Context: an optimization exercise on an open-source flow, tuned for small area, a short achievable clock period and few clock cycles. The choices shown serve that exercise and are no tape-out recipe. Only simulation tests tie the RTL to the original design; equivalence was not proved. Power figures rest on the tool's default switching activity, not on a simulated workload.

--- flow/design.v ---
module spitfp_core (
    input  wire       clk,
    input  wire       rst,         
    input  wire       in_valid,
    output wire       in_ready,
    input  wire [7:0] in_data,
    output wire       out_valid,
    input  wire       out_ready,
    output wire [7:0] out_data
);
    localparam [20:0] BAUD_MIN      = 21'd400000;
    localparam [20:0] BAUD_MAX      = 21'd2000000;
    localparam [20:0] BAUD_RESET    = 21'd1400000;
    localparam [20:0] DYN_MIN_RESET = 21'd400000;
    localparam [1:0] RX_SEEK = 2'd0;
    localparam [1:0] RX_ACC  = 2'd1;
    localparam [1:0] RX_FC   = 2'd2;
    localparam [1:0] TX_IDLE = 2'd0;
    localparam [1:0] TX_DATA = 2'd1;
    localparam [1:0] TX_ACK  = 2'd2;
    localparam [1:0] SM_SEEK  = 2'd0;
    localparam [1:0] SM_CAND  = 2'd1;
    localparam [1:0] SM_REDIR = 2'd3;
    function [31:0] sinc;
        input [31:0] x;
        sinc = (&x) ? x : x + 32'd1;
    endfunction
    function [7:0] rotl;
        input [7:0] x;
        rotl = {x[6:0], x[7]};
    endfunction
    function [7:0] rotr;
        input [7:0] x;
        rotr = {x[0], x[7:1]};
    endfunction
    reg [7:0]  rb   [0:63];      
    reg [7:0]  pbuf [0:23];      
    reg [7:0]  srx  [0:23];      
    reg [5:0]  head;
    reg [5:0]  tail;
    reg [6:0]  used;
    reg [1:0]  rx_state;
    reg [4:0]  rx_len;
    reg [4:0]  send_len;
    reg [4:0]  slot_tx_len;
    reg [4:0]  slot_rx_len;
    reg [1:0]  tx_src;
    reg [4:0]  tx_idx;
    reg        tx_sent, tx_due, tx_rel;
    reg [3:0]  tx_sl;           
    reg [7:0]  tx_sum;
    reg [3:0]  seq_cur, sls;
    reg        ack_owed;
    reg [31:0] now_reg, last_send, zero_run;
    reg [31:0] c_eack, c_efr, c_emsg, c_eovf, c_brick, c_brlet;
    reg [20:0] baud_cfg, baud_cur, baud_new, dyn_min;
    reg        baud_change, dyn_en;
    reg [7:0] ib0, ib1;
    reg [11:0] id0;             
    reg       iv0, iv1;
    reg       in_rdy;
    assign in_ready = in_rdy;
    wire in_fire = in_valid & in_rdy;
    function [11:0] opdec;
        input [7:0] x;
        begin
            opdec[0]  = (x == 8'h01);
            opdec[1]  = (x == 8'h02);
            opdec[2]  = (x == 8'h03);
            opdec[3]  = (x == 8'h04);
            opdec[4]  = (x == 8'h05);
            opdec[5]  = (x == 8'h06);
            opdec[6]  = (x == 8'h07);
            opdec[7]  = (x == 8'h08);
            opdec[8]  = (x == 8'h09);
            opdec[9]  = (x == 8'h0A);
            opdec[10] = (x == 8'h00) || (x > 8'h0A);
            opdec[11] = (x == 8'h00);
        end
    endfunction
    wire [11:0] in_dec  = opdec(in_data);
    wire [11:0] ib1_dec = opdec(ib1);
    wire go;
    always @(posedge clk) begin
        if (rst) begin
            iv0 <= 1'b0;
            iv1 <= 1'b0;
            in_rdy <= 1'b1;
        end else if (go) begin
            if (iv1) begin
                ib0 <= ib1;
                id0 <= ib1_dec;
                iv0 <= 1'b1;
            end else begin
                ib0 <= in_data;
                id0 <= in_dec;
                iv0 <= in_fire;
            end
            iv1 <= 1'b0;
            in_rdy <= 1'b1;
        end else begin
            if (!iv0) begin
                ib0 <= in_data;
                id0 <= in_dec;
                iv0 <= in_fire;
            end else if (!iv1) begin
                ib1 <= in_data;
                iv1 <= in_fire;
            end
            in_rdy <= !(iv1 | (iv0 & in_fire));
        end
    end
    reg        ov, ov1;
    reg [7:0]  od, od1;
    reg [7:0]  od_o;            
    assign out_valid = ov;
    assign out_data  = od_o;
    wire       pv;              
    wire [7:0] pd;
    wire       pop = ov & out_ready;
    always @(posedge clk) begin
        if (rst) begin
            ov  <= 1'b0;
            ov1 <= 1'b0;
        end else if (pop || !ov) begin
            if (ov1) begin
                od  <= od1;
                od_o <= od1;
                ov  <= 1'b1;
                ov1 <= pv;
                od1 <= pd;
            end else begin
                od  <= pd;
                od_o <= pd;
                ov  <= pv;
                ov1 <= 1'b0;
            end
        end else if (pv) begin
            od1 <= pd;
            ov1 <= 1'b1;
        end
    end
    reg        e_opc, e_rx, e_rd, e_sn, e_sd, e_en, e_w;
    reg        w_tick, w_baud, w_dyn, w_prop;
    reg [3:0]  kq;              
    reg [20:0] arg;             
    reg        en_b;
    reg [7:0]  sub_rem;
    reg        sub_l;           
    reg        sub_f;           
    reg        sw;              
    reg        txp;             
    reg [4:0]  sub_n;
    reg [1:0]  sub_st;          
    reg        f_ltmin, f_gtmax, f_ltdyn;
    reg        t_borrow, t_lo, t_hz;
    reg        t3_pend, t3_to;
    integer k;
    reg        r_act, r_drain;
    reg [4:0]  r_idx, r_last;
    reg [17:0] r_oh;            
    reg [4:0]  pb_off;
    reg        sc_act;
    reg [1:0]  sm;
    reg [7:0]  rq;              
    reg        rz, rl;          
    reg [5:0]  ra;              
    reg [7:0]  sh;              
    reg [4:0]  soff;            
    reg [4:0]  sL, sLm1;
    reg [7:0]  sseq;
    reg        scopy;
    wire tx_wait = (tx_src == TX_IDLE) && tx_due && (pb_off != 5'd0);
    wire stall_c = (r_act && !(r_drain && id0[2])) || ov1 || t3_pend || tx_wait;
    wire go_opc  = iv0 && e_opc && !stall_c;    
    assign go = iv0 && (!e_opc || !stall_c);     
    wire [7:0] b = ib0;
    wire       b_zero  = id0[11];
    wire       o_reset = e_opc && id0[0];
    wire       o_tick  = e_opc && id0[1];
    wire       o_rx    = e_opc && id0[2];
    wire       o_tx    = e_opc && id0[3];
    wire       o_sub   = e_opc && id0[4];
    wire       o_drain = e_opc && id0[5];
    wire       o_rd    = e_opc && id0[6];
    wire       o_baud  = e_opc && id0[7];
    wire       o_dyn   = e_opc && id0[8];
    wire       o_prop  = e_opc && id0[9];
    wire       o_inv   = e_opc && id0[10];
    wire [7:0] cmin_b = kq[0] ? 8'h80 : kq[1] ? 8'h1A : kq[2] ? 8'h06 : 8'h00;
    wire [7:0] cmax_b = kq[0] ? 8'h80 : kq[1] ? 8'h84 : kq[2] ? 8'h1E : 8'h00;
    wire [7:0] dyn_b  = kq[0] ? dyn_min[7:0] : kq[1] ? dyn_min[15:8] :
                        kq[2] ? {3'd0, dyn_min[20:16]} : 8'h00;
    wire [7:0] ls_b   = kq[0] ? last_send[7:0] : kq[1] ? last_send[15:8] :
                        last_send[23:16];
    wire       n_ltmin = (b < cmin_b) || ((b == cmin_b) && !kq[0] && f_ltmin);
    wire       n_gtmax = (b > cmax_b) || ((b == cmax_b) && !kq[0] && f_gtmax);
    wire       n_ltdyn = (b < dyn_b)  || ((b == dyn_b)  && !kq[0] && f_ltdyn);
    wire       t_bin   = !kq[0] && t_borrow;
    wire [7:0] ls_b1   = ls_b + 8'd1;
    wire       t_zero  = t_bin ? (b == ls_b1) : (b == ls_b);       
    wire       t_bout  = t_bin ? (b <= ls_b) : (b < ls_b);        
    wire [7:0] ls0     = last_send[7:0];
    wire       t_small = (b == ls0) || (b == ls0 + 8'd1) || (b == ls0 + 8'd2) ||
                         (b == ls0 + 8'd3) || (b == ls0 + 8'd4);   
    wire [7:0] ls3     = last_send[31:24];
    wire [7:0] ls3p1   = last_send[31:24] + 8'd1;
    wire       t_eq3   = t_borrow ? (b == ls3p1) : (b == ls3);
    wire       t_to    = !(t_lo && t_hz && t_eq3);      
    wire        f_lo    = b_zero && f_ltmin;
    wire        f_hi    = !b_zero || f_gtmax;
    wire        f_ld    = b_zero && f_ltdyn;
    wire [20:0] clampv  = f_lo ? BAUD_MIN : (f_hi ? BAUD_MAX : arg);
    wire [20:0] propv   = f_ld ? dyn_min  : (f_hi ? BAUD_MAX : arg);
    wire [31:0] rv [0:17];
    assign rv[0]  = {19'd0, (zero_run[31:4] != 28'd0), tx_rel, tx_due, tx_sent,
                     tx_src, rx_state, baud_change, ack_owed,
                     (send_len != 5'd0),
                     (slot_tx_len != 5'd0) || (send_len != 5'd0),
                     (slot_rx_len != 5'd0)};
    assign rv[1]  = {16'd0, 3'd0, tx_idx, sls, seq_cur};
    assign rv[2]  = c_eack;
    assign rv[3]  = c_efr;
    assign rv[4]  = c_emsg;
    assign rv[5]  = c_eovf;
    assign rv[6]  = c_brick;
    assign rv[7]  = c_brlet;
    assign rv[8]  = {11'd0, baud_cfg};
    assign rv[9]  = {11'd0, baud_cur};
    assign rv[10] = {11'd0, baud_new};
    assign rv[11] = {31'd0, dyn_en};
    assign rv[12] = {11'd0, dyn_min};
    assign rv[13] = zero_run;
    assign rv[14] = last_send;
    assign rv[15] = {3'd0, rx_len, 3'd0, slot_rx_len, 3'd0, slot_tx_len, 3'd0, send_len};
    assign rv[16] = {25'd0, used};
    assign rv[17] = now_reg;
    reg [31:0] reg_val;
    always @(*) begin
        reg_val = 32'd0;
        for (k = 0; k < 18; k = k + 1)
            if (r_oh[k]) reg_val = reg_val | rv[k];
    end
    reg [7:0] r_byte;
    always @(*) begin
        if (r_drain)
            r_byte = srx[r_idx];
        else case (r_idx[1:0])
            2'd0: r_byte = reg_val[7:0];
            2'd1: r_byte = reg_val[15:8];
            2'd2: r_byte = reg_val[23:16];
            default: r_byte = reg_val[31:24];
        endcase
    end
    wire r_push = r_act && !ov1;
    wire [7:0] tx_seqb = (tx_src == TX_DATA) ? {seq_cur, tx_sl} : {4'd0, tx_sl};
    wire       tx_i1   = (tx_idx == 5'd1);
    wire       tx_last = (tx_idx == send_len - 5'd1);
    wire [7:0] txd_b   = tx_i1 ? tx_seqb : (tx_last ? tx_sum : pbuf[0]);
    wire [7:0] txa_b   = tx_i1 ? tx_seqb : tx_sum;
    wire [7:0] tx_b    = (tx_src == TX_IDLE) ? (tx_due ? {3'd0, send_len} :
                                                (ack_owed ? 8'h03 : 8'h00)) :
                         (tx_src == TX_DATA) ? txd_b : txa_b;
    wire       tx_pl   = go_opc && o_tx && txp;
    wire s_fin = e_sd && sub_l;
    wire w_fin = e_w && kq[3];
    wire x_push = (go_opc && (o_tx || o_drain || o_inv)) ||
                  (iv0 && (e_rd || (e_sn && b_zero) || s_fin || (w_fin && !w_tick)));
    reg [7:0] x_byte;
    always @(*) begin
        if (e_opc)
            x_byte = o_tx ? tx_b : (o_drain ? {3'd0, slot_rx_len} : 8'h03);
        else if (e_rd)
            x_byte = (b <= 8'h11) ? 8'd0 : 8'd3;
        else if (e_sn)
            x_byte = 8'd2;
        else if (e_sd)
            x_byte = {6'd0, sub_st};
        else
            x_byte = (w_prop && !dyn_en) ? 8'd4 : 8'd0;
    end
    assign pv = x_push || r_push;
    assign pd = x_push ? x_byte : r_byte;
    wire [7:0] rbyte = rb[ra];
    wire       rb_z    = (rbyte == 8'd0);
    wire       rb_l    = (rbyte >= 8'd3) && (rbyte <= 8'd27);
    wire       hb_len  = rl;
    wire       used0   = (used == 7'd0);
    wire       h_short = ({1'b0, used} < rq);
    wire       c_cse   = (soff == sLm1);
    wire       c_data   = (sL != 5'd3);
    wire [3:0] c_own    = sseq[7:4];
    wire [3:0] c_ackn   = sseq[3:0];
    wire [7:0] sseq_n   = (cand && !c_cse && soff == 5'd1) ? rq : sseq;
    wire       c_new_c  = c_data && (sseq_n[7:4] != 4'd0) && (sseq_n[7:4] != sls);
    reg        c_new, c_stall, ack_match, c_dup, c_own0, cg, ue;
    always @(posedge clk) begin
        ue        <= (used == {2'd0, sL});
        c_new     <= c_new_c;
        c_stall   <= c_new_c && (slot_rx_len != 5'd0);
        ack_match <= (send_len != 5'd0) && tx_sent && (sseq_n[3:0] == seq_cur);
        c_own0    <= (sseq_n[7:4] == 4'd0);
        c_dup     <= (sseq_n[7:4] == sls);
        cg        <= (rbyte == rotl(sh ^ rq));    
    end
    wire [3:0] seq_next  = (seq_cur == 4'd15) ? 4'd1 : seq_cur + 4'd1;
    wire       cand     = sc_act && (sm == SM_CAND);
    wire       seek     = sc_act && (sm == SM_SEEK);
    wire       s_stop0  = seek && used0;
    wire       s_idle   = seek && !used0 && rz;
    wire       s_badl   = seek && !used0 && !rz && !hb_len;
    wire       s_stopa  = seek && !used0 && hb_len && h_short;
    wire       s_start  = seek && !used0 && hb_len && !h_short;
    wire       c_good   = cg;
    wire       d_fin    = cand && c_cse;
    wire       d_bad    = d_fin && !c_good;
    wire       d_stall  = d_fin && c_good && c_stall;
    wire       d_take   = d_fin && c_good && !c_stall;
    wire       used1    = (used == 7'd1);
    wire       s_empty  = ((s_idle || s_badl) && used1) || (d_take && ue && !ack_match);
    wire       sc_stop  = s_stop0 || s_stopa || d_stall || s_empty;
    wire       cp_on    = cand && scopy && !c_cse;
    wire [5:0] head_p1 = head + 6'd1;
    always @(posedge clk) begin
        if (r_push) begin
            r_idx <= r_idx + 5'd1;
            if (r_idx == r_last) r_act <= 1'b0;
        end
        if ((sw && iv0) || tx_pl ||
            ((pb_off != 5'd0) && !sw && (tx_src != TX_DATA))) begin
            for (k = 0; k < 23; k = k + 1)
                pbuf[k] <= pbuf[k+1];
            pbuf[23] <= sw ? b : pbuf[0];
            pb_off   <= (pb_off == 5'd0 || (sw && iv0 && sub_f)) ? 5'd23 : pb_off - 5'd1;
        end
        if (!sc_act) begin
            rq <= rbyte;
            rz <= rb_z;
            rl <= rb_l;
            ra <= head;
        end else begin
            case (sm)
            SM_SEEK: begin
                if (s_idle || s_badl) begin
                    head <= head + 6'd1;
                    used <= used - 7'd1;
                    rq   <= rbyte;
                    rz   <= rb_z;
                    rl   <= rb_l;
                    ra   <= ra + 6'd1;
                end
                if (s_idle) zero_run <= sinc(zero_run);
                if (s_badl) c_efr    <= sinc(c_efr);
                if (s_start) begin
                    sm    <= SM_CAND;
                    sL    <= rq[4:0];
                    sLm1  <= rq[4:0] - 5'd1;
                    soff  <= 5'd1;
                    sh    <= rotl(rq);
                    scopy <= (slot_rx_len == 5'd0);
                    rq    <= rbyte;
                    rz    <= rb_z;
                    rl    <= rb_l;
                    ra    <= ra + 6'd1;
                end
            end
            SM_CAND: begin
                if (!c_cse) begin
                    sh   <= rotl(sh ^ rq);
                    soff <= soff + 5'd1;
                    if (soff == 5'd1) sseq <= rq;
                end
                rq <= rbyte;
                rz <= rb_z;
                rl <= rb_l;
                ra <= ra + 6'd1;
                if (d_bad) begin
                    if (sL == 5'd3) c_eack <= sinc(c_eack);
                    else            c_emsg <= sinc(c_emsg);
                    head <= head_p1;
                    used <= used - 7'd1;
                    ra   <= head_p1;
                    sm   <= SM_REDIR;
                end
                if (d_take) begin
                    head     <= head + {1'b0, sL};
                    used     <= used - {2'd0, sL};
                    zero_run <= 32'd0;
                    sm       <= SM_SEEK;
                    if (ack_match) begin
                        if (tx_src == TX_DATA) begin
                            tx_rel <= 1'b1;
                        end else begin
                            send_len <= 5'd0;
                            tx_sent  <= 1'b0;
                            tx_due   <= 1'b0;
                            tx_rel   <= 1'b0;
                            seq_cur  <= seq_next;
                        end
                    end
                    if (c_data) begin
                        if (c_own0) begin
                            c_efr <= sinc(c_efr);
                        end else if (c_dup) begin
                            ack_owed <= 1'b1;
                        end else begin
                            slot_rx_len <= sL - 5'd3;
                            sls         <= c_own;
                            ack_owed    <= 1'b1;
                            c_brlet     <= sinc(c_brlet);
                        end
                    end
                end
                if (d_stall) sm <= SM_SEEK;
            end
            default: begin    
                rq <= rbyte;
                rz <= rb_z;
                rl <= rb_l;
                ra <= ra + 6'd1;
                sm <= SM_SEEK;
            end
            endcase
        end
        if (cp_on) begin
            for (k = 0; k < 24; k = k + 1)
                if (soff == k + 2) srx[k] <= rq;
        end
        if (sc_stop) begin
            sc_act <= 1'b0;
            ra     <= head;
            if (s_stop0 || s_empty) begin
                rx_state <= RX_SEEK;
                rx_len   <= 5'd0;
            end else if (s_stopa) begin
                rx_state <= RX_ACC;
                rx_len   <= rq[4:0];
            end else begin
                rx_state <= RX_FC;
                rx_len   <= sL;
            end
        end
        if ((iv0 && w_fin && w_tick && (!sc_act || sc_stop)) || (t3_pend && sc_stop)) begin
            t3_pend <= 1'b0;
            if (send_len == 5'd0 && slot_tx_len != 5'd0) begin
                send_len    <= slot_tx_len + 5'd3;
                slot_tx_len <= 5'd0;
                tx_sent     <= 1'b0;
                tx_rel      <= 1'b0;
                tx_due      <= 1'b1;
            end else if (send_len != 5'd0 && tx_sent && !tx_due &&
                         tx_src != TX_DATA && (t3_pend ? t3_to : t_to)) begin
                tx_due <= 1'b1;
            end
            if (baud_change && tx_src == TX_IDLE) begin
                baud_cur    <= baud_new;
                baud_change <= 1'b0;
            end
        end else if (iv0 && w_fin && w_tick) begin
            t3_pend <= 1'b1;
            t3_to   <= t_to;
        end
        if (iv0) begin
            if (go_opc) begin
                if (o_tick) begin
                    e_opc <= 1'b0; e_w <= 1'b1; kq <= 4'b0001;
                    w_tick <= 1'b1; w_baud <= 1'b0; w_dyn <= 1'b0; w_prop <= 1'b0;
                    sc_act <= 1'b1;
                    sm     <= SM_SEEK;
                    ra     <= head + 6'd1;
                end
                if (o_rx)  begin e_opc <= 1'b0; e_rx <= 1'b1; end
                if (o_sub) begin e_opc <= 1'b0; e_sn <= 1'b1; end
                if (o_rd)  begin e_opc <= 1'b0; e_rd <= 1'b1; end
                if (o_baud || o_prop) begin
                    e_opc <= 1'b0; e_w <= 1'b1; kq <= 4'b0001;
                    w_tick <= 1'b0; w_baud <= o_baud; w_dyn <= 1'b0; w_prop <= o_prop;
                end
                if (o_dyn) begin
                    e_opc <= 1'b0; e_en <= 1'b1;
                    w_tick <= 1'b0; w_baud <= 1'b0; w_dyn <= 1'b1; w_prop <= 1'b0;
                end
                if (o_tx) begin
                    if (tx_src == TX_IDLE) begin
                        if (tx_due) begin
                            tx_sl     <= sls;
                            tx_sum    <= rotl({3'd0, send_len});
                            tx_src    <= TX_DATA;
                            tx_idx    <= 5'd1;
                            tx_due    <= 1'b0;
                            tx_sent   <= 1'b1;
                            last_send <= now_reg;
                            ack_owed  <= 1'b0;
                        end else if (ack_owed) begin
                            tx_sl    <= sls;
                            tx_sum   <= 8'h06;
                            tx_src   <= TX_ACK;
                            tx_idx   <= 5'd1;
                            ack_owed <= 1'b0;
                        end
                    end else if (tx_src == TX_DATA) begin
                        tx_sum <= rotl(tx_sum ^ txd_b);
                        if (tx_last) begin
                            tx_src <= TX_IDLE;
                            tx_idx <= 5'd0;
                            if (tx_rel) begin
                                send_len <= 5'd0;
                                tx_sent  <= 1'b0;
                                tx_due   <= 1'b0;
                                tx_rel   <= 1'b0;
                                seq_cur  <= seq_next;
                            end
                        end else begin
                            tx_idx <= tx_idx + 5'd1;
                        end
                        txp <= tx_i1 || (txp && (tx_idx != send_len - 5'd2));
                    end else begin
                        tx_sum <= rotl(tx_sum ^ txa_b);
                        if (tx_idx == 5'd2) begin
                            tx_src <= TX_IDLE;
                            tx_idx <= 5'd0;
                        end else begin
                            tx_idx <= tx_idx + 5'd1;
                        end
                    end
                end
                if (o_drain) begin
                    slot_rx_len <= 5'd0;
                    if (slot_rx_len != 5'd0) begin
                        r_act   <= 1'b1;
                        r_drain <= 1'b1;
                        r_idx   <= 5'd0;
                        r_last  <= slot_rx_len - 5'd1;
                    end
                end
            end
            if (e_rx) begin
                e_rx <= 1'b0; e_opc <= 1'b1;
                rb[tail] <= b;
                tail <= tail + 6'd1;
                if (used[6]) begin
                    head     <= head + 6'd1;
                    ra       <= head_p1;
                    c_eovf   <= sinc(c_eovf);
                    rx_state <= RX_SEEK;
                    rx_len   <= 5'd0;
                end else begin
                    used <= used + 7'd1;
                end
            end
            if (e_rd) begin
                e_rd <= 1'b0; e_opc <= 1'b1;
                r_act   <= 1'b1;
                r_drain <= 1'b0;
                r_idx   <= 5'd0;
                r_last  <= 5'd3;
                for (k = 0; k < 18; k = k + 1)
                    r_oh[k] <= (b == k);
            end
            if (e_sn) begin
                e_sn    <= 1'b0;
                sub_n   <= b[4:0];
                sub_rem <= b;
                sub_l   <= (b == 8'd1);
                sub_f   <= 1'b1;
                if (b == 8'd0 || b > 8'd24)
                    sub_st <= 2'd2;
                else if (slot_tx_len != 5'd0 || send_len != 5'd0)
                    sub_st <= 2'd1;
                else
                    sub_st <= 2'd0;
                if (b == 8'd0) e_opc <= 1'b1;
                else           e_sd  <= 1'b1;
                sw <= (b != 8'd0) && (b <= 8'd24) && (slot_tx_len == 5'd0) && (send_len == 5'd0);
            end
            if (e_sd) begin
                sub_rem <= sub_rem - 8'd1;
                sub_l   <= (sub_rem == 8'd2);
                sub_f   <= 1'b0;
                if (sub_l) begin
                    e_sd <= 1'b0; e_opc <= 1'b1;
                    sw   <= 1'b0;
                    if (sub_st == 2'd0) begin
                        slot_tx_len <= sub_n;
                        c_brick     <= sinc(c_brick);
                    end
                end
            end
            if (e_en) begin
                e_en <= 1'b0; e_w <= 1'b1; kq <= 4'b0001;
                en_b <= (b != 8'd0);
            end
            if (e_w) begin
                kq <= {kq[2:0], 1'b0};
                f_ltmin  <= n_ltmin;
                f_gtmax  <= n_gtmax;
                f_ltdyn  <= n_ltdyn;
                t_borrow <= t_bout;
                if (kq[0]) begin
                    t_lo <= t_small;
                    t_hz <= 1'b1;
                end else begin
                    t_hz <= t_hz && t_zero;
                end
                if (kq[0]) arg[7:0]   <= b;
                if (kq[1]) arg[15:8]  <= b;
                if (kq[2]) arg[20:16] <= b[4:0];
                if (w_tick) begin
                    if (kq[0]) now_reg[7:0]   <= b;
                    if (kq[1]) now_reg[15:8]  <= b;
                    if (kq[2]) now_reg[23:16] <= b;
                    if (kq[3]) now_reg[31:24] <= b;
                end
                if (kq[3]) begin
                    e_w <= 1'b0; e_opc <= 1'b1;
                    if (w_baud) begin
                        baud_cfg <= clampv;
                        if (!dyn_en) begin
                            baud_new    <= clampv;
                            baud_change <= 1'b1;
                        end
                    end
                    if (w_dyn) begin
                        dyn_en  <= en_b;
                        dyn_min <= clampv;
                        if (!en_b) begin
                            baud_new    <= baud_cfg;
                            baud_change <= 1'b1;
                        end
                    end
                    if (w_prop && dyn_en) begin
                        baud_new    <= propv;
                        baud_change <= 1'b1;
                    end
                end
            end
        end
        if (rst || (go_opc && o_reset)) begin
            head <= 6'd0; tail <= 6'd0; used <= 7'd0;
            rx_state <= RX_SEEK; rx_len <= 5'd0;
            send_len <= 5'd0; slot_tx_len <= 5'd0; slot_rx_len <= 5'd0;
            tx_src <= TX_IDLE; tx_idx <= 5'd0; txp <= 1'b0;
            tx_sent <= 1'b0; tx_due <= 1'b0; tx_rel <= 1'b0;
            seq_cur <= 4'd1; sls <= 4'd0; ack_owed <= 1'b0;
            now_reg <= 32'd0; last_send <= 32'd0; zero_run <= 32'd0;
            c_eack <= 32'd0; c_efr <= 32'd0; c_emsg <= 32'd0;
            c_eovf <= 32'd0; c_brick <= 32'd0; c_brlet <= 32'd0;
            baud_cfg <= BAUD_RESET; baud_cur <= BAUD_RESET; baud_new <= BAUD_RESET;
            baud_change <= 1'b0; dyn_en <= 1'b1; dyn_min <= DYN_MIN_RESET;
            ra <= 6'd0;
        end
        if (rst) begin
            e_opc <= 1'b1; e_rx <= 1'b0; e_rd <= 1'b0; e_sn <= 1'b0;
            e_sd <= 1'b0; e_en <= 1'b0; e_w <= 1'b0; sw <= 1'b0;
            sc_act  <= 1'b0;
            t3_pend <= 1'b0;
            r_act   <= 1'b0;
            pb_off  <= 5'd0;
        end
    end
endmodule
--- flow/constraint.sdc ---
create_clock -name core_clock -period 8.0 [get_ports {clk}]
set_input_delay 1.6000 -clock core_clock [delete_from_list [all_inputs] [get_ports {clk}]]
set_output_delay 1.6000 -clock core_clock [all_outputs]
set_load 0.01 [all_outputs]
--- flow/run.sh ---
#!/bin/bash
# synth_recipe.tcl (not shown) runs the flow's synth.tcl, then flattens the netlist and writes it again
# the make line also repeats each setting of config.mk as NAME=value (left out here)
make -C /OpenROAD-flow-scripts/flow DESIGN_CONFIG=/design/flow/config.mk WORK_HOME=/design/flow/orfs CLKGATE_MAP_FILE= SYNTH_SCRIPT=/design/flow/synth_recipe.tcl finish
--- flow/config.mk ---
export PLATFORM = sky130hd
export DESIGN_NAME = spitfp_core
export DESIGN_NICKNAME = spitfp_core
export VERILOG_FILES = /design/flow/design.v
export SDC_FILE = /design/flow/constraint.sdc
export NUM_CORES = 4
export LEC_CHECK = 0
export CAP_MARGIN = 20
export CORE_MARGIN = 2
export CORE_UTILIZATION = 45
export CTS_CLUSTER_DIAMETER = 50
export CTS_CLUSTER_SIZE = 16
export PLACE_DENSITY = 0.6
export SETUP_SLACK_MARGIN = 5.0
export SLEW_MARGIN = 20
==> results of run 1 <==
## power by group through the flow
stage | combinational [uW] | clock [uW] | sequential (uW)
floorplan | 1070 | 0 | 9840
global placement | 1770 | 0 | 9920
detailed placement | 1790 | 0 | 9940
CTS | 2230 | 7690 | 9770
global route | 2490 | 8010 | 9820
finish | 2370 | 7600 | 9760
## critical path, cell delays in order, from the launching register on
cell and delay, ns:
dfxtp_2 0.36, buf_12 0.17, nor2b_1 0.15, buf_6 0.15
a32o_1 0.27, a222oi_1 0.56, o2111ai_1 0.30, a211o_1 0.33
a21o_1 0.18, a221o_1 0.36
## metal layers
layer  wire [um]  vias up  share of wire, %
li1            -    21717                 -
met1       91840    24822                40
met2      103700     2666                45
met3       21340      606               9.2
met4       13920        2               6.0
met5          17        -            0.0074
## timing repair
action / CTS / global route
pin swaps: 58 / 60
buffers inserted: 89 / 54
gates resized for setup: 372 / 145
setup endpoints to repair: 915 / 591
gates cloned: 20 / 8
## area by class of cell
class,count,area share (%)
clock buffers,177,5.250
inverters,112,0.5674
well taps,2030,3.173
repair buffers,277,4.194
diodes,2,0.006252
flip-flops and latches,1547,52.18
multi-input cells,3684,33.26
clock inverters,100,1.374
## metrics by stage
step / power, uW / hold WS (ns) / util, %
after floorplan: 10910 / 0.4003 / -
after global placement: 11690 / 0.4006 / 46.72
after detailed placement: 11720 / 0.4045 / 46.73
after CTS: 19690 / 0.3999 / 51.98
after global routing: 20310 / 0.4054 / 52.75
final: 19730 / 0.4051 / 52.76
## worst min path at each step
stage,start,end,slack [ns],cells after the start
2_1_floorplan,pbuf[1][0]$_DFFE_PP_,pbuf[0][0]$_DFFE_PP_,0.40,0
3_3_place_gp,pbuf[17][2]$_DFFE_PP_,pbuf[16][2]$_DFFE_PP_,0.40,0
4_1_cts,pbuf[19][1]$_DFFE_PP_,pbuf[18][1]$_DFFE_PP_,0.40,0
3_5_place_dp,pbuf[1][2]$_DFFE_PP_,pbuf[0][2]$_DFFE_PP_,0.40,0
5_1_grt,pbuf[15][2]$_DFFE_PP_,pbuf[14][2]$_DFFE_PP_,0.41,0
6_report,pbuf[19][1]$_DFFE_PP_,pbuf[18][1]$_DFFE_PP_,0.41,0
## cells by family (layout without fill, tap and decap cells)
kind of cell / Yosys count / after routing
compound gates: 1095 / 1100
fa+ha+maj: 91 / 91
simple gates: 1870 / 1870
flops: 1547 / 1547
other cells: 0 / 2
xor+xnor: 310 / 310
buf+inv: 438 / 666
mux: 313 / 313
## cells in the mapped netlist (16+ instances only)
master    count  share of area [%]
buf_1        32               0.17
ha_1         89                1.6
a22oi_1     188                2.1
or3_1        64               0.58
mux4_2      105                3.4
nand4_1     109               0.99
and3_1       67               0.61
dfxtp_1     475                 14
xor2_1      143                1.8
a21o_1       16               0.17
a221oi_1     66               0.84
a211oi_1     31               0.34
nor4_1       39               0.36
o21ai_0     162                1.2
buf_2        73               0.53
mux2i_1     146                2.1
o22ai_1      30               0.27
nor3_1      119               0.87
xnor2_1     167                2.1
and2_1       52               0.47
nand2_1     435                2.4
a22o_1       54               0.69
a222oi_1     22               0.32
nor2_1      561                3.1
and4_1       36               0.46
edfxtp_1   1072                 47
o211ai_1     39               0.43
mux2_2       50               0.82
a21oi_1     283                2.1
nand2b_1     27               0.25
nor2b_1      45               0.41
a31oi_1      31               0.28
nand3_1     224                1.6
clkbuf_1    201                1.1
inv_1       107               0.58
==> run notes, run 1 <==
status complete, no violations; Seq/Total Area, Yosys 60.71%; drt pass-1 iters 12; Synth Area in Simple Gates 13.20%; Peak Freq 319.7 MHz; vias 49,813; total grt overflow 0; CP arrival 3.67 ns; Worst-Skew Late Latency 0.83 ns; number of flip-flops in the largest register 512; Final Hold Viols 0; Top Registers rb: 512 flops, pbuf: 192 flops, srx: 192 flops; clk slew on worst S/H paths 0.07 ns; Num CTS Buffers 157; min Tclk post-route 3.128 ns; mux contribution to synthesized area 6.849%; Post-synth ARST share 0%; synthesized netlist cell count 5,664; mean post-synth cell area 12.13 um^2; commonest non-fill, non-tap cell in the layout edfxtp_1; Post-synth EDFFs 1,072; Post-Route Skew 0.03507 ns; WP data required 8.54 ns; Int Power 14,520 uW; share of cells above drive strength 1 16.75%; clk root buf clkbuf_16; Post-Place Cell Area 70,910 um^2; first-pass GRT wire length 329,400 um; switching part of the total 26.40%; largest net degree at the start of global routing 94; Area growth syn-to-layout 16.54%; H-tree levels 4; Place WS 3.837 ns; FF-to-FF End od_o[2]$_DFFE_PP_; Finish-stage setup viols 0; gr busiest metal met2; post-route ant nets 0; Initial Utilization 45.27%; Netlist cell types 102; drt first-iter violations 6,510; Post-CTS Hold Fix Bufs 0; TritonCTS sink count 1,547; Layout Nets 5,882; final std cells w/o fill 7,929; Die Width 394.7 um; M3 GR Usage 5.458%; antenna violations before repair 4; GP Congestion 0.9630; CP startpoint r_idx[2]$_DFF_P_; Final WS setup 4.872 ns; Die Y 394.7 um; Power per Cell Area 246.5 nW/um^2; Rows 143; Detailed Route WL 230,800 um; Synth Cell Area 68,680 um^2; clk buf depth 3; crit-path max FO 19; area fraction in compound gates after synthesis 10.91%; core area 151,700 um^2; Total Routing Usage GR 28.74%; critical path class flop to flop; Slew Limit Fails 0; die area 155,800 um^2; Worst Tran Pin Value 1.112 ns; CTS tree yes; YS warnings 3; most used flip-flop cell after synthesis edfxtp_1; GR Util met2 44.30%; Worst Reg-to-Reg Cells 9; max-cap violations 0; Seq. cell area 41,770 um^2; worst setup path end od_o[2]$_DFFE_PP_; I/O Buffers 21; post-synthesis adder-cell area fraction 1.680%; fillers 13,013; switching pwr 5209 uW; io pins 22; Max VDD drop 236.6 uV; Leak 0.02666 uW; placed cells 7,479; vias in the first global route 46,731; Mapped Nets 5,767; drt drc 0; GRT met1 Usage 38.70%; Worst R2R Start r_idx[2]$_DFF_P_; RSZ-0062 raised after global routing yes; Multi-input gate area 26,620 um^2; Setup crit end kind flop; Comb power frac 12.0%; Tcrit/Tclk final 39.10%; post-DR wirelength/cell 29.11 um; Finished Cell Area 80,050 um^2; largest family of logic cells by synthesized area simple AND/OR/NAND/NOR gates; Clk pwr share 38.5%; setup_tns 0 ns; sequential power share 49.5%; Largest Register rb; Startpoint Class flop; Post-Synth XOR/XNOR Area 3.953%; R2R setup slack 4.87 ns; via/cell ratio 6.282; Final HPWL DP 149,300 um; HP Class flop to flop; most frequent cells in the layout edfxtp_1, nor2_1, dfxtp_1, nand2_1, a21oi_1; register bit total from synthesis 1,547; max_slew headroom 25.57%
Testbench counts, summed over its fixed seeds: cycles 160,687.
==> run 2: changes to the inputs <==
--- a/flow/config.mk
+++ b/flow/config.mk
@@ -8,8 +8,6 @@
 export CAP_MARGIN = 20
 export CORE_MARGIN = 2
-export CORE_UTILIZATION = 45
-export CTS_CLUSTER_DIAMETER = 50
-export CTS_CLUSTER_SIZE = 16
-export PLACE_DENSITY = 0.6
+export CORE_UTILIZATION = 30
+export PLACE_DENSITY = 0.5
 export SETUP_SLACK_MARGIN = 5.0
 export SLEW_MARGIN = 20
==> run 2 against run 1 <==
Critical path depth is the same. First-iteration DRC count shrank 5.3%. Routed wire length grew 4.8%. Sequential cell count is the same. Via count shrank 0.34%. Worst setup slack lost 0.0042 ns. Synthesized cell count is the same. Global-route usage shrank 8.6 points. Total power grew 0.11%.
==> run notes, run 2 <==
post-route ant nets 0 (unchanged); Largest Register rb; most used flip-flop cell after synthesis edfxtp_1; first-pass GRT wire length 343,200 um (+4.2%); GP Congestion 0.9368 (-2.7%); Peak Freq 319.2 MHz (-0.13%); dominant cell type by area after synthesis edfxtp_1; Worst R2R Start r_oh[4]$_DFFE_PP_; worst hold path cell count 0 (unchanged); largest net degree at the start of global routing 77 (-18%); Final WS setup 4.868 ns (-0.004220 ns); FF-to-FF End od_o[5]$_DFFE_PP_; max-cap violations 0 (unchanged); Post-synth ARST share 0% (unchanged); Post-CTS Hold Fix Bufs 0 (unchanged); fillers 21,952 (+69%); Die Width 482.5 um (+22%); Finish-stage setup viols 0 (unchanged); RSZ-0062 raised after global routing yes; Worst Reg-to-Reg Cells 9 (unchanged); synthesized netlist cell count 5,664 (unchanged); Power per Cell Area 243.0 nW/um^2 (-1.4%); HP Start pbuf[4][4]$_DFFE_PP_; H-tree levels 4 (unchanged); synth cell count leaders edfxtp_1, nor2_1, dfxtp_1, nand2_1, a21oi_1; Final Hold Viols 0 (unchanged); total power 19,750 uW (+0.11%); Detailed Route WL 241,800 um (+4.8%); drt pass-1 iters 6 (-6); commonest non-fill, non-tap cell in the layout edfxtp_1; Seq/Total Area, Yosys 60.71% (unchanged); register bit total from synthesis 1,547 (unchanged); Place WS 3.780 ns (-0.05755 ns); clk slew on worst S/H paths 0.06 ns (about the same); total grt overflow 0 (unchanged); Post-Route Skew 0.03540 ns (+0.0003321 ns); vias in the first global route 46,623 (-0.23%); via/cell ratio 5.557 (-12%); Post-synth EDFFs 1,072 (unchanged); HP Class flop to flop; die area 232,800 um^2 (+49%); Layout Nets 5,889 (+0.12%); Mapped Nets 5,767 (unchanged); Worst Hold End pbuf[3][4]$_DFFE_PP_; drt first-iter violations 6,168 (-5.3%); R2R setup slack 4.87 ns (about the same); Max VDD drop 209.4 uV (-11%); CP arrival 3.68 ns (about the same); critical path class flop to flop; io pins 22 (unchanged); crit-path max FO 16 (-3); clk buf depth 3 (unchanged); post-DR wirelength/cell 27.07 um (-7.0%); Seq. cell area 41,750 um^2 (about the same); number of flip-flops in the largest register 512 (unchanged); WP data required 8.55 ns (about the same); clk root buf clkbuf_16; ANT cells 0 (-2); most common cell in the synthesized netlist edfxtp_1; Synth top area share 46.87% (unchanged); Multi-input gate area 26,560 um^2 (-0.23%); Tcrit/Tclk final 39.16% (+0.053 points); YS warnings 3 (unchanged); antenna violations before repair 5 (+1); Synth Cell Area 68,680 um^2 (unchanged); TritonCTS sink count 1,547 (unchanged); status complete, no violations; Final HPWL DP 158,100 um (+5.9%); Initial Utilization 30.19% (-15 points); drt drc 0 (unchanged); most frequent cells in the layout edfxtp_1, nor2_1, dfxtp_1, nand2_1, a21oi_1; Worst-Skew Late Latency 0.82 ns (about the same); share of cells above drive strength 1 16.64% (-0.11 points); Area growth syn-to-layout 18.34%; Total Routing Usage GR 20.15% (-8.6 points); Worst Tran Pin Value 1.099 ns (-0.01292 ns); Rows 175 (+22%); mean post-synth cell area 12.13 um^2 (unchanged); setup_tns 0 ns (unchanged); Leak 0.02662 uW (-0.14%); Netlist cell types 102 (unchanged); core area 227,500 um^2 (+50%); Slew Limit Fails 0 (unchanged); Num CTS Buffers 164 (+4.5%); Die Y 482.5 um (+22%); Startpoint Class flop; max_slew headroom 26.55% (+0.98 points); synth top area cells edfxtp_1, dfxtp_1, mux4_2; min Tclk post-route 3.132 ns (+0.004220 ns); vias 49,644 (-0.34%); Top Registers rb: 512 flops, pbuf: 192 flops, srx: 192 flops; CTS tree yes; I/O Buffers 21 (unchanged); Setup crit end kind flop
==> run 2: cell counts after synthesis <==
No cell type changed its count.
==> run 2: cell type report <==
| cell class | instances | share of cell area [%] |
|---|---|---|
| Sequential cell | 1547 | 51.37 |
| Multi-Input combinational cell | 3683 | 32.68 |
| Clock buffer | 213 | 5.526 |
| Tap cell | 3009 | 4.632 |
| Timing Repair Buffer | 278 | 4.115 |
| Clock inverter | 91 | 1.133 |
| Inverter | 112 | 0.5511 |
==> run 2: logic make-up (layout without fill, tap and decap cells) <==
| kind of cell | Yosys count | count (layout) | synth area share (%) |
|---|---|---|---|
| compound gates | 1095 | 1099 | 10.91 |
| flops | 1547 | 1547 | 60.71 |
| simple gates | 1870 | 1870 | 13.20 |
| fa+ha+maj | 91 | 91 | 1.680 |
| buf+inv | 438 | 694 | 2.692 |
| mux | 313 | 313 | 6.849 |
| xor+xnor | 310 | 310 | 3.953 |
==> run 2: timing repair <==
action                                  4_1_cts  5_1_grt
setup buffers                                98       31
endpoints found under the setup margin      899      737
gates cloned                                 23        4
gates resized for setup                     362      147
endpoints found under the hold margin         0        0
pin swaps                                    53       33
==> run 2: worst max path at each step <==
stage	from	to	slack (ns)	depth (start not counted)
2_1_floorplan	pb_off[0]$_SDFFE_PP0P_	pb_off[3]$_SDFFE_PP0P_	4.77	13
3_3_place_gp	ra[0]$_SDFF_PP0_	rz$_DFFE_PP_	3.86	8
3_5_place_dp	ra[0]$_SDFF_PP0_	rz$_DFFE_PP_	3.78	8
4_1_cts	ra[0]$_SDFF_PP0_	rz$_DFFE_PP_	4.80	8
5_1_grt	ra[0]$_SDFF_PP0_	rz$_DFFE_PP_	4.79	9
6_report	r_oh[4]$_DFFE_PP_	od_o[5]$_DFFE_PP_	4.87	9
==> run 2: metal layers <==
metal | global-route usage (%) | routed length [um]
met2 | 30.55 | 107300
met1 | 28.40 | 106400
met5 | 0 | 10
met4 | 8.079 | 10070
met3 | 3.574 | 18060
==> run 2: critical path, cell delays in order (launching register included) <==
cell and delay (ns):
edfxtp_1 0.44, buf_12 0.20, a22o_1 0.27, a221oi_4 0.25, nand4_1 0.32, a21oi_2 0.34
a31oi_4 0.15, o211ai_1 0.36, o211ai_2 0.23, mux2_2 0.31
==> run 2: power breakdown <==
part / switching, uW / internal, uW / leakage (uW)
combinational: 1480 / 778 / 0.0103
sequential: 252 / 9510 / 0.0137
clock: 3360 / 4380 / 0.00262
==> run 2: per-stage QoR <==
| stage | hold slack (ns) | cell area, um^2 | cells | util (%) |
|---|---|---|---|---|
| 2_1_floorplan | 0.4003 | 68770 | 5664 | - |
| 3_3_place_gp | 0.4013 | 72210 | 8473 | 31.74 |
| 3_5_place_dp | 0.4045 | 72220 | 8473 | 31.74 |
| 4_1_cts | 0.4072 | 80310 | 8898 | 35.30 |
| 5_1_grt | 0.4092 | 81280 | 8933 | 35.73 |
| 6_report | 0.4005 | 81280 | 8933 | 35.73 |
==> run 3: changes to the inputs <==
--- a/flow/config.mk
+++ b/flow/config.mk
@@ -8,6 +8,6 @@
 export CAP_MARGIN = 20
 export CORE_MARGIN = 2
-export CORE_UTILIZATION = 30
-export PLACE_DENSITY = 0.5
+export CORE_UTILIZATION = 40
+export PLACE_DENSITY = 0.6
 export SETUP_SLACK_MARGIN = 5.0
 export SLEW_MARGIN = 20
==> run 3 against run 2 <==
Clock power shrank 2%. Critical path type unchanged. Combinational power grew 3%. Worst setup slack lost 0.027 ns. Synthesized cell count is the same. Non-clock buffer count shrank 3. Global-route usage grew 4.9 points. Largest power group unchanged. Critical path depth grew 1. Hold slack gained 0.013 ns. First-iteration DRC count grew 6.2%. Sequential cell count is the same.
==> run notes, run 3 <==
status complete, no violations; dominant cell type by area after synthesis edfxtp_1; number of flip-flops in the largest register 512 (unchanged); Layout Nets 5,886 (-0.051%); GP Congestion 1.002 (+6.9%); Worst Path Buf+Inv 3 (+2); Synth Cell Area 68,680 um^2 (unchanged); Rows 152 (-13%); critical path class flop to flop; crit-path max FO 6 (-10); TritonCTS sink count 1,547 (unchanged); Die Width 418.4 um (-13%); WP data required 8.65 ns (+0.10 ns); Worst Hold End pbuf[13][7]$_DFFE_PP_; CP cell instances buf_16 -> buf_12 -> buf_6 -> mux4_2 -> a32o_2 -> or4_4 -> nor2_4 -> a21oi_2 -> or3_4 -> a311oi_2; max-cap violations 0 (unchanged); worst hold path cell count 0 (unchanged); die area 175,000 um^2 (-25%); Worst Reg-to-Reg Cells 10 (+1); Worst R2R Start ra[0]$_SDFF_PP0_; Largest Register rb; Netlist cell types 102 (unchanged); drt first-iter violations 6,552 (+6.2%); most common cell in the synthesized netlist edfxtp_1; share of cells above drive strength 1 16.13% (-0.51 points); vias in the first global route 46,139 (-1.0%); Slowest-stage cell, CP or4_4; most frequent cells in the layout edfxtp_1, nor2_1, dfxtp_1, nand2_1, a21oi_1; drt pass-1 iters 8 (+2); min Tclk post-route 3.159 ns (+0.02691 ns); post-DR wirelength/cell 27.75 um (+2.5%); max_slew headroom 21.69% (-4.9 points); Post-Route Skew 0.06686 ns (+0.03146 ns); Peak Freq 316.5 MHz (-0.85%); io pins 22 (unchanged); Final HPWL DP 145,300 um (-8.1%); Startpoint Class flop; CP delay by family, top simple AND/OR/NAND/NOR gates; clk buf depth 3 (unchanged); most used flip-flop cell after synthesis edfxtp_1; synthesized netlist cell count 5,664 (unchanged); synth cell count leaders edfxtp_1, nor2_1, dfxtp_1, nand2_1, a21oi_1; largest net degree at the start of global routing 100 (+30%); total grt overflow 0 (unchanged); Slew Limit Fails 0 (unchanged); R2R setup slack 4.84 ns (-0.03 ns); commonest non-fill, non-tap cell in the layout edfxtp_1; YS warnings 3 (unchanged); setup_tns 0 ns (unchanged); Final Hold Viols 0 (unchanged); Seq/Total Area, Yosys 60.71% (unchanged); Num CTS Buffers 162 (-1.2%); Max VDD drop 247.7 uV (+18%); vias 49,925 (+0.57%); mean post-synth cell area 12.13 um^2 (unchanged); antenna violations before repair 3 (-2); final std cells w/o fill 8,153 (-8.7%); Leak 0.02643 uW (-0.69%); Mapped Nets 5,767 (unchanged); Detailed Route WL 226,200 um (-6.5%); placed cells 7,686 (-9.3%); clk root buf clkbuf_16; drt drc 0 (unchanged); Die Y 418.4 um (-13%); Synth top area share 46.87% (unchanged); Area growth syn-to-layout 16.16%; Tcrit/Tclk final 39.49% (+0.34 points); CTS tree yes; I/O Buffers 21 (unchanged); clk slew on worst S/H paths 0.06 ns (about the same); H-tree levels 4 (unchanged); post-route ant nets 0 (unchanged); Finish-stage setup viols 0 (unchanged); max incr delay on CP 0.60 ns (+0.16 ns); ANT cells 0 (unchanged); via/cell ratio 6.124 (+10%); Worst-Skew Late Latency 0.85 ns (+0.03 ns); first-pass GRT wire length 323,100 um (-5.8%); Top Registers rb: 512 flops, pbuf: 192 flops, srx: 192 flops; Power per Cell Area 246.3 nW/um^2 (+1.4%); fillers 15,239 (-31%); Layout Utilization 46.61% (+11 points); HP Start pbuf[14][7]$_DFFE_PP_; core area 171,200 um^2 (-25%); synth top area cells edfxtp_1, dfxtp_1, mux4_2; FF-to-FF End rl$_DFFE_PP_; Setup crit end kind flop; Post-synth ARST share 0% (unchanged); HP Class flop to flop; RSZ-0062 raised after global routing yes; Initial Utilization 40.13% (+9.9 points); register bit total from synthesis 1,547 (unchanged); Total Routing Usage GR 25.03% (+4.9 points); Worst Tran Pin Value 1.168 ns (+0.06880 ns); Post-synth EDFFs 1,072 (unchanged); CP arrival 3.81 ns (+0.13 ns)
[run 3: what timing repair did]
item | CTS | global route
pin swaps | 47 | 51
hold buffers | 0 | 0
setup endpoints to repair | 896 | 504
setup buffers | 85 | 55
gates resized for setup | 315 | 118
gates cloned | 20 | 6
[run 3: power breakdown]
| group | switching, uW | internal (uW) | total [uW] |
|---|---|---|---|
| Clock | 3350 | 4220 | 7570 |
| Combinational | 1460 | 843 | 2310 |
| Sequential | 260 | 9510 | 9770 |
[run 3: stage by stage]
| step | worst slack, ns | hold slack, ns | instance area [um^2] | power (uW) |
|---|---|---|---|---|
| 2_1_floorplan | 4.769 | 0.4003 | 68770 | 10910 |
| 3_3_place_gp | 3.710 | 0.4004 | 71160 | 11690 |
| 3_5_place_dp | 3.665 | 0.4045 | 71170 | 11720 |
| 4_1_cts | 4.877 | 0.4103 | 78710 | 19640 |
| 5_1_grt | 4.787 | 0.4150 | 79780 | 20230 |
| 6_report | 4.841 | 0.4136 | 79780 | 19650 |
[run 3: how the worst max path moves through the flow]
stage | startpoint | to | slack, ns | cells after the start
2_1_floorplan | pb_off[0]$_SDFFE_PP0P_ | pb_off[3]$_SDFFE_PP0P_ | 4.77 | 13
3_3_place_gp | rst | c_eack[23]$_SDFFE_PP0P_ | 3.71 | 5
3_5_place_dp | rst | c_eack[21]$_SDFFE_PP0P_ | 3.66 | 5
4_1_cts | ra[0]$_SDFF_PP0_ | rz$_DFFE_PP_ | 4.88 | 9
5_1_grt | ra[0]$_SDFF_PP0_ | rl$_DFFE_PP_ | 4.79 | 10
6_report | ra[0]$_SDFF_PP0_ | rl$_DFFE_PP_ | 4.84 | 10
[run 3: layer usage]
| metal | GRT usage, % | vias up | share of wire [%] |
|---|---|---|---|
| li1 | - | 21763 | - |
| met5 | 0 | - | 0.0088 |
| met4 | 13.05 | 2 | 5.9 |
| met3 | 4.862 | 581 | 9.4 |
| met2 | 37.82 | 2733 | 44 |
| met1 | 34.17 | 24846 | 40 |
[run 3: cells by family (layout without fill, tap and decap cells)]
logic type      count (synthesis)  count (layout)  share of synthesized area [%]
buf+inv                       438             688                          2.692
fa+ha+maj                      91              91                          1.680
mux                           313             313                          6.849
compound gates               1095            1101                          10.91
flops                        1547            1547                          60.71
simple gates                 1870            1870                          13.20
xor+xnor                      310             310                          3.953
[run 3: area by class of cell]
| type | count | area, um^2 | share of cell area, % |
|---|---|---|---|
| inverter | 112 | 440.4 | 0.5520 |
| timing repair buffer | 275 | 3024 | 3.791 |
| clock inverter | 102 | 1017 | 1.275 |
| clock buffer | 199 | 4314 | 5.407 |
| tap | 2233 | 2794 | 3.502 |
| multi-input combinational | 3685 | 26430 | 33.13 |
| sequential | 1547 | 41760 | 52.35 |
==> run 4: changes to the inputs <==
--- a/flow/config.mk
+++ b/flow/config.mk
@@ -12,2 +12,3 @@
 export SETUP_SLACK_MARGIN = 5.0
 export SLEW_MARGIN = 20
+export TNS_END_PERCENT = 10
==> run 4 against run 3 <==
First-iteration DRC count fell by 4.6%. Die area did not move. Non-clock buffer count fell by 37. Maximum frequency fell by 4.3%. Critical path depth fell by 1. Clock-buffer cell count rose by 20. Utilization fell by 0.43 points. Combinational power fell by 6%. Critical endpoint is now od_o[6]$_DFFE_PP_. Largest cell class unchanged. Sequential power barely moved. Routed wire length fell by 0.51%.
==> run notes, run 4 <==
status complete, no violations; Largest Register rb; Total Routing Usage GR 24.58% (-0.45 points); share of cells above drive strength 1 14.47% (-1.7 points); R2R setup slack 4.70 ns (-0.14 ns); Layout Nets 5,848 (-0.65%); most frequent cells in the layout edfxtp_1, nor2_1, dfxtp_1, nand2_1, a21oi_1; FF-to-FF End od_o[6]$_DFFE_PP_; number of flip-flops in the largest register 512 (unchanged); Post-CTS Hold Fix Bufs 0 (unchanged); most common cell in the synthesized netlist edfxtp_1; first-pass GRT wire length 318,200 um (-1.5%); post-DR wirelength/cell 27.74 um (about the same); TritonCTS sink count 1,547 (unchanged); synth cell count leaders edfxtp_1, nor2_1, dfxtp_1, nand2_1, a21oi_1; Worst Path Buf+Inv 1 (-2); max incr delay on CP 0.58 ns (-0.02 ns); H-tree levels 4 (unchanged); Tcrit/Tclk final 41.27% (+1.8 points); via/cell ratio 6.071 (-0.86%); Finish-stage setup viols 0 (unchanged); ANT cells 0 (unchanged); Place WS 3.642 ns (-0.02274 ns); synthesized netlist cell count 5,664 (unchanged); Peak Freq 302.8 MHz (-4.3%); final std cells w/o fill 8,114 (-0.48%); Detailed Route WL 225,100 um (-0.51%); post-route ant nets 0 (unchanged); Worst Hold End pbuf[4][7]$_DFFE_PP_; Worst Tran Pin Value 1.175 ns (+0.006343 ns); synth top area cells edfxtp_1, dfxtp_1, mux4_2; Worst-Skew Late Latency 0.82 ns (-0.03 ns); RSZ-0062 raised after global routing yes; Num CTS Buffers 162 (unchanged); Post-Route Skew 0.02990 ns (-0.03696 ns); Final Hold Viols 0 (unchanged); clk slew on worst S/H paths 0.06 ns (about the same); I/O Buffers 21 (unchanged); Worst R2R Start r_oh[2]$_DFFE_PP_; Slowest-stage cell, CP a221oi_1; mux contribution to synthesized area 6.849% (unchanged); Rows 152 (unchanged); antenna violations before repair 1 (-2); fillers 15,279 (+0.26%); die area 175,000 um^2 (unchanged); Synth Cell Area 68,680 um^2 (unchanged); Multi-input gate area 26,190 um^2 (-0.89%); Area growth syn-to-layout 15.09%; min Tclk post-route 3.302 ns (+0.1426 ns); drt first-iter violations 6,253 (-4.6%); CP arrival 3.83 ns (+0.02 ns); vias 49,258 (-1.3%); Synth Area in Simple Gates 13.20% (unchanged); Seq/Total Area, Yosys 60.71% (unchanged); Max VDD drop 201.5 uV (-19%); core area 171,200 um^2 (unchanged); total grt overflow 0 (unchanged); mean post-synth cell area 12.13 um^2 (unchanged); Die Width 418.4 um (unchanged); drt drc 0 (unchanged); register bit total from synthesis 1,547 (unchanged); setup_tns 0 ns (unchanged); placed cells 7,688 (+0.026%); CP cell instances buf_4 -> a22o_1 -> a221oi_1 -> nand4_1 -> a21oi_1 -> a31oi_1 -> o21ai_0 -> o22ai_1 -> mux2_2; Worst Reg-to-Reg Cells 9 (-1); dominant cell type by area after synthesis edfxtp_1; CP delay by family, top compound AO/OA/AOI/OAI gates; Startpoint Class flop; Post-Synth XOR/XNOR Area 3.953% (unchanged); Top Registers rb: 512 flops, pbuf: 192 flops, srx: 192 flops; Final WS setup 4.698 ns (-0.1426 ns); max_slew headroom 21.26% (-0.43 points); Final HPWL DP 146,500 um (+0.79%); CTS tree yes; drt pass-1 iters 8 (unchanged); YS warnings 3 (unchanged); WP data required 8.53 ns (-0.12 ns); clk root buf clkbuf_16; crit-path max FO 32 (+26); vias in the first global route 45,598 (-1.2%); max-cap violations 0 (unchanged); post-synthesis adder-cell area fraction 1.680% (unchanged); Power per Cell Area 246.6 nW/um^2 (+0.11%); Post-synth ARST share 0% (unchanged); Die Y 418.4 um (unchanged); WP depth 9 (-1); GP Congestion 0.9528 (-4.9%); largest net degree at the start of global routing 103 (+3.0%); HP Start pbuf[5][7]$_DFFE_PP_; Synth top area share 46.87% (unchanged); worst hold path cell count 0 (unchanged); Setup crit end kind flop; io pins 22 (unchanged); Post-synth EDFFs 1,072 (unchanged); Seq. cell area 41,760 um^2 (about the same); Leak 0.02613 uW (-1.2%); HP Class flop to flop; commonest non-fill, non-tap cell in the layout edfxtp_1; most used flip-flop cell after synthesis edfxtp_1; Mapped Nets 5,767 (unchanged); area fraction in compound gates after synthesis 10.91% (unchanged); Initial Utilization 40.13% (unchanged); largest family of logic cells by synthesized area simple AND/OR/NAND/NOR gates; critical path class flop to flop; Netlist cell types 102 (unchanged); Slew Limit Fails 0 (unchanged); clk buf depth 3 (unchanged)
==> run 4: cell counts after synthesis <==
No cell type changed its count.
==> run 4: layout make-up <==
type	count	share of cell area, %
Clock buffer	219	5.616
Clock inverter	81	1.035
Inverter	112	0.5603
Multi-Input combinational cell	3684	33.13
Sequential cell	1547	52.82
Tap cell	2233	3.534
Timing Repair Buffer	238	3.298
==> run 4: worst max path at each step <==
stage | from | endpoint | slack, ns
final | r_oh[2]$_DFFE_PP_ | od_o[6]$_DFFE_PP_ | 4.70
after global routing | ra[0]$_SDFF_PP0_ | rl$_DFFE_PP_ | 4.77
after CTS | tx_due$_SDFF_PP0_ | ib1[0]$_DFFE_PP_ | 4.73
after detailed placement | rst | c_eovf[31]$_SDFFE_PP0P_ | 3.64
after global placement | rst | c_brick[22]$_SDFFE_PP0P_ | 3.69
after floorplan | r_idx[0]$_DFF_P_ | od_o[1]$_DFFE_PP_ | 4.74
==> run 4: per-layer routing <==
layer  part of all wire (%)  wire length, um  global-route usage (%)  vias to the layer above
met5                  0.032               73                       0                        -
met4                    4.7            10500                   10.43                        4
met3                    8.9            20000                   4.685                      486
met2                     46           102600                   38.17                     2487
met1                     41            91840                   33.68                    24600
li1                       -                -                       -                    21681
==> run 4: per-stage QoR <==
step | hold WS (ns) | instance area [um^2] | utilization (%) | total power [uW]
after floorplan | 0.4003 | 68740 | - | 10910
after global placement | 0.4008 | 71130 | 41.56 | 11680
after detailed placement | 0.4045 | 71140 | 41.57 | 11720
after CTS | 0.4037 | 77270 | 45.15 | 19360
after global routing | 0.4189 | 79050 | 46.18 | 20070
final | 0.4054 | 79050 | 46.18 | 19490
==> run 4: kinds of logic (layout without fill, tap and decap cells) <==
logic type | Yosys count | after routing
AO/OA/AOI/OAI | 1095 | 1100
XOR/XNOR | 310 | 310
buffers and inverters | 438 | 650
flip-flops | 1547 | 1547
AND/OR/NAND/NOR | 1870 | 1870
adder cells (fa/ha/maj) | 91 | 91
multiplexers | 313 | 313
==> run 4: what timing repair did <==
| action | 4_1_cts | 5_1_grt |
|---|---|---|
| setup buffers | 25 | 79 |
| gates resized for setup | 133 | 210 |
| endpoints found under the hold margin | 0 | 0 |
| setup endpoints to repair | 961 | 1059 |
| cloned | 8 | 14 |
| pin swaps | 10 | 44 |
==> run 4: power by group <==
group          switching (uW)  internal [uW]  total [uW]
clock                    3300           4220        7530
combinational            1420            758        2180
sequential                277           9510        9790
total                    5000          14500       19500
==> run 5: changes to the inputs <==
--- a/flow/config.mk
+++ b/flow/config.mk
@@ -9,6 +9,7 @@
 export CORE_MARGIN = 2
 export CORE_UTILIZATION = 40
+export CTS_BUF_LIST = sky130_fd_sc_hd__clkbuf_8
+export CTS_CLUSTER_SIZE = 20
 export PLACE_DENSITY = 0.6
 export SETUP_SLACK_MARGIN = 5.0
 export SLEW_MARGIN = 20
-export TNS_END_PERCENT = 10
==> run 5 against run 4 <==
Global-route usage rose by 0.66 points. Hold slack worse by 0.023 ns. Utilization is 0.47 points higher. Via count increased by 3.1%. Critical path type is now flop to primary output. Largest power group unchanged.
==> run notes, run 5 <==
H-tree levels 5 (+1); io pins 22 (unchanged); drt pass-1 iters 9 (+1); CP cell instances buf_6; most common cell in the synthesized netlist edfxtp_1; Area growth syn-to-layout 16.27%; synth top area cells edfxtp_1, dfxtp_1, mux4_2; Worst-Skew Late Latency 1.03 ns (+0.21 ns); clk buf depth 4 (+1); crit-path max FO 1 (-97%); CP arrival 1.61 ns (-2.22 ns); number of flip-flops in the largest register 512 (unchanged); max-cap violations 0 (unchanged); drt first-iter violations 6,590 (+5.4%); antenna violations before repair 4 (+3); DR top layer met4; met3 wire length 22,050 um (+10%); post-DR wirelength/cell 27.52 um (-0.77%); synth cell count leaders edfxtp_1, nor2_1, dfxtp_1, nand2_1, a21oi_1; synthesized netlist cell count 5,664 (unchanged); most used flip-flop cell after synthesis edfxtp_1; vias in the first global route 47,411 (+4.0%); max incr delay on CP 0.46 ns (-0.12 ns); Post-Route Skew 0.07968 ns (+0.04978 ns); share of cells above drive strength 1 18.04% (+3.6 points); Tcrit/Tclk final 40.17% (-1.1 points); fillers 15,367 (+0.58%); Met1 Wirelength 92,780 um (+1.0%); Detailed Route WL 229,900 um (+2.1%); GP Congestion 1.002 (+5.1%); I/O Buffers 21 (unchanged); Netlist cell types 102 (unchanged); HP Start pbuf[12][7]$_DFFE_PP_; total grt overflow 0 (unchanged); WP data required 6.40 ns (-2.13 ns); Post-Place Cell Area 71,170 um^2 (about the same); final std cells w/o fill 8,353 (+2.9%); Seq/Total Area, Yosys 60.71% (unchanged); HP Class flop to flop; Finish-stage setup viols 0 (unchanged); Post-CTS Hold Fix Bufs 0 (unchanged); clk root buf clkbuf_8; Max VDD drop 241.6 uV (+20%); Die Width 418.4 um (unchanged); CTS tree yes; Synth Cell Area 68,680 um^2 (unchanged); Slowest-stage cell, CP edfxtp_1; Leak 0.02696 uW (+3.2%); Layout Utilization 46.66% (+0.47 points); first-pass GRT wire length 326,700 um (+2.7%); Slew Limit Fails 0 (unchanged); Power per Cell Area 238.7 nW/um^2 (-3.2%); Rows 152 (unchanged); post-route ant nets 0 (unchanged); RSZ-0062 raised after global routing yes; TritonCTS sink count 1,547 (unchanged); Finished Cell Area 79,860 um^2 (+1.0%); setup_tns 0 ns (unchanged); largest net degree at the start of global routing 100 (-2.9%); Mapped Nets 5,767 (unchanged); Peak Freq 311.1 MHz (+2.7%); Worst Path Buf+Inv 1 (unchanged); Largest Register rb; Total Routing Usage GR 25.24% (+0.66 points); commonest non-fill, non-tap cell in the layout edfxtp_1; die area 175,000 um^2 (unchanged); Layout Nets 6,032 (+3.1%); Die Y 418.4 um (unchanged); most frequent cells in the layout edfxtp_1, nor2_1, dfxtp_1, nand2_1, clkbuf_8; Num CTS Buffers 279 (+72%); Initial Utilization 40.13% (unchanged); vias 50,803 (+3.1%); Post-synth ARST share 0% (unchanged); YS warnings 3 (unchanged); CP delay by family, top flip-flops; Final Hold Viols 0 (unchanged); Final HPWL DP 145,300 um (-0.79%); Post-synth EDFFs 1,072 (unchanged); Top Registers rb: 512 flops, pbuf: 192 flops, srx: 192 flops; critical path class flop to primary output; Worst R2R Start r_oh[8]$_DFFE_PP_; core area 171,200 um^2 (unchanged); Startpoint Class flop; clk slew on worst S/H paths 0.06 ns (about the same); min Tclk post-route 3.214 ns (-0.08806 ns); status complete, no violations; drt drc 0 (unchanged); Worst Tran Pin Value 1.172 ns (-0.002831 ns); CP startpoint od_o[7]$_DFFE_PP_; mean post-synth cell area 12.13 um^2 (unchanged); dominant cell type by area after synthesis edfxtp_1; Met2 Wirelength 100,900 um (-1.7%); register bit total from synthesis 1,547 (unchanged); Setup crit end kind primary output; max_slew headroom 21.45% (+0.19 points); Synth top area share 46.87% (unchanged); via/cell ratio 6.082 (+0.19%); placed cells 7,686 (-0.026%)
## run 5: cell types whose count changed in the layout (fill, tap and decap cells not counted), moves of 9 or more
cell	change
a21oi_1	-11
a21oi_2	+9
buf_4	+54
buf_6	+10
clkbuf_1	-41
clkbuf_16	-168
clkbuf_8	+288
clkinv_1	+17
inv_1	+87
nor2_1	-18
nor2_2	+18
## run 5: kinds of logic after synthesis
family / count (synthesis) / synth area share, %
AO/OA/AOI/OAI: 1095 / 10.91
flip-flops: 1547 / 60.71
multiplexers: 313 / 6.849
XOR/XNOR: 310 / 3.953
adder cells (fa/ha/maj): 91 / 1.680
buffers and inverters: 438 / 2.692
AND/OR/NAND/NOR: 1870 / 13.20
## run 5: through the flow
stage	hold slack, ns	setup slack (ns)	total power [uW]
floorplan	0.4003	4.769	10910
global placement	0.4004	3.710	11690
detailed placement	0.4045	3.665	11720
CTS	0.3769	4.718	19040
global route	0.3921	4.743	19670
finish	0.3829	4.786	19060
## run 5: repair_timing
action | CTS | global route
gates resized for setup | 318 | 161
gates cloned | 22 | 6
setup endpoints to repair | 903 | 806
setup buffers | 90 | 77
pin swaps | 48 | 58
## run 5: cell type report
class / count / area (um^2) / area share, %
sequential: 1547 / 41760 / 52.30
inverter: 112 / 446.7 / 0.5593
clock buffer: 303 / 4170 / 5.222
timing repair buffer: 304 / 3353 / 4.199
tap: 2233 / 2794 / 3.499
multi-input combinational: 3685 / 26520 / 33.21
clock inverter: 168 / 809.5 / 1.014
antenna: 1 / 2.502 / 0.003133
## run 5: worst paths after layout
| check | cells after the start | slack (ns) | end |
|---|---|---|---|
| worst max-delay path | 1 | 4.79 | out_data[7] |
| worst min-delay path | 0 | 0.38 | pbuf[11][7]$_DFFE_PP_ |
| worst max register to register | 9 | 4.82 | od_o[1]$_DFFE_PP_ |
| worst min register to register | 0 | 0.38 | pbuf[11][7]$_DFFE_PP_ |
## run 5: layer usage
layer  track usage (%)  vias to the layer above
met5                 0                        -
met4             14.29                        0
met3             5.294                      661
met2             37.85                     2884
met1             34.00                    25170
li1                  -                    22088
## run 5: power by group
group	switching [uW]	internal, uW	leakage [uW]
clock network	3290	3600	0.00289
registers	265	9520	0.0137
logic	1500	889	0.0103
total	5060	14000	0.0270

static timing again, ports no longer ideal:
Ports are ideal in the flow. The routed layouts listed here were re-timed in OpenROAD.
Step 1 sets driving cells, clkbuf_16 on the clock port and buf_2 on the other inputs (assumed; they add their load-dependent delay and slew).
Step 2 moves the port delays by t, midway between the first and last clock arrival at a register: inputs arrive t later, outputs are due t later. That takes back most of the time a late clock gives input paths.
a / b / c = ideal ports / drivers / drivers and shift; a / b = the first two.
run	shift t [ns]	setup slack, ns	worst hold slack (ns)	worst register clock-pin slew, ns	cell pins on the clock port's net
run 1	0.899	4.872 / 4.872 / 4.279	0.405 / 0.405 / 0.405	0.07 / 0.07	1
run 2	0.882	4.868 / 4.868 / 4.347	0.401 / 0.401 / 0.401	0.07 / 0.07	1
run 3	0.899	4.841 / 4.841 / 4.360	0.414 / 0.414 / 0.414	0.07 / 0.07	1
run 4	0.881	4.698 / 4.698 / 4.257	0.405 / 0.405 / 0.405	0.07 / 0.07	1
run 5	1.073	4.786 / 4.706 / 4.010	0.383 / 0.383 / 0.383	0.07 / 0.07	1
After both steps setup and hold are still met in every run listed. The setup slack of run 5, which loses most, moves by -0.080 ns with the drivers and by -0.776 ns with both steps.
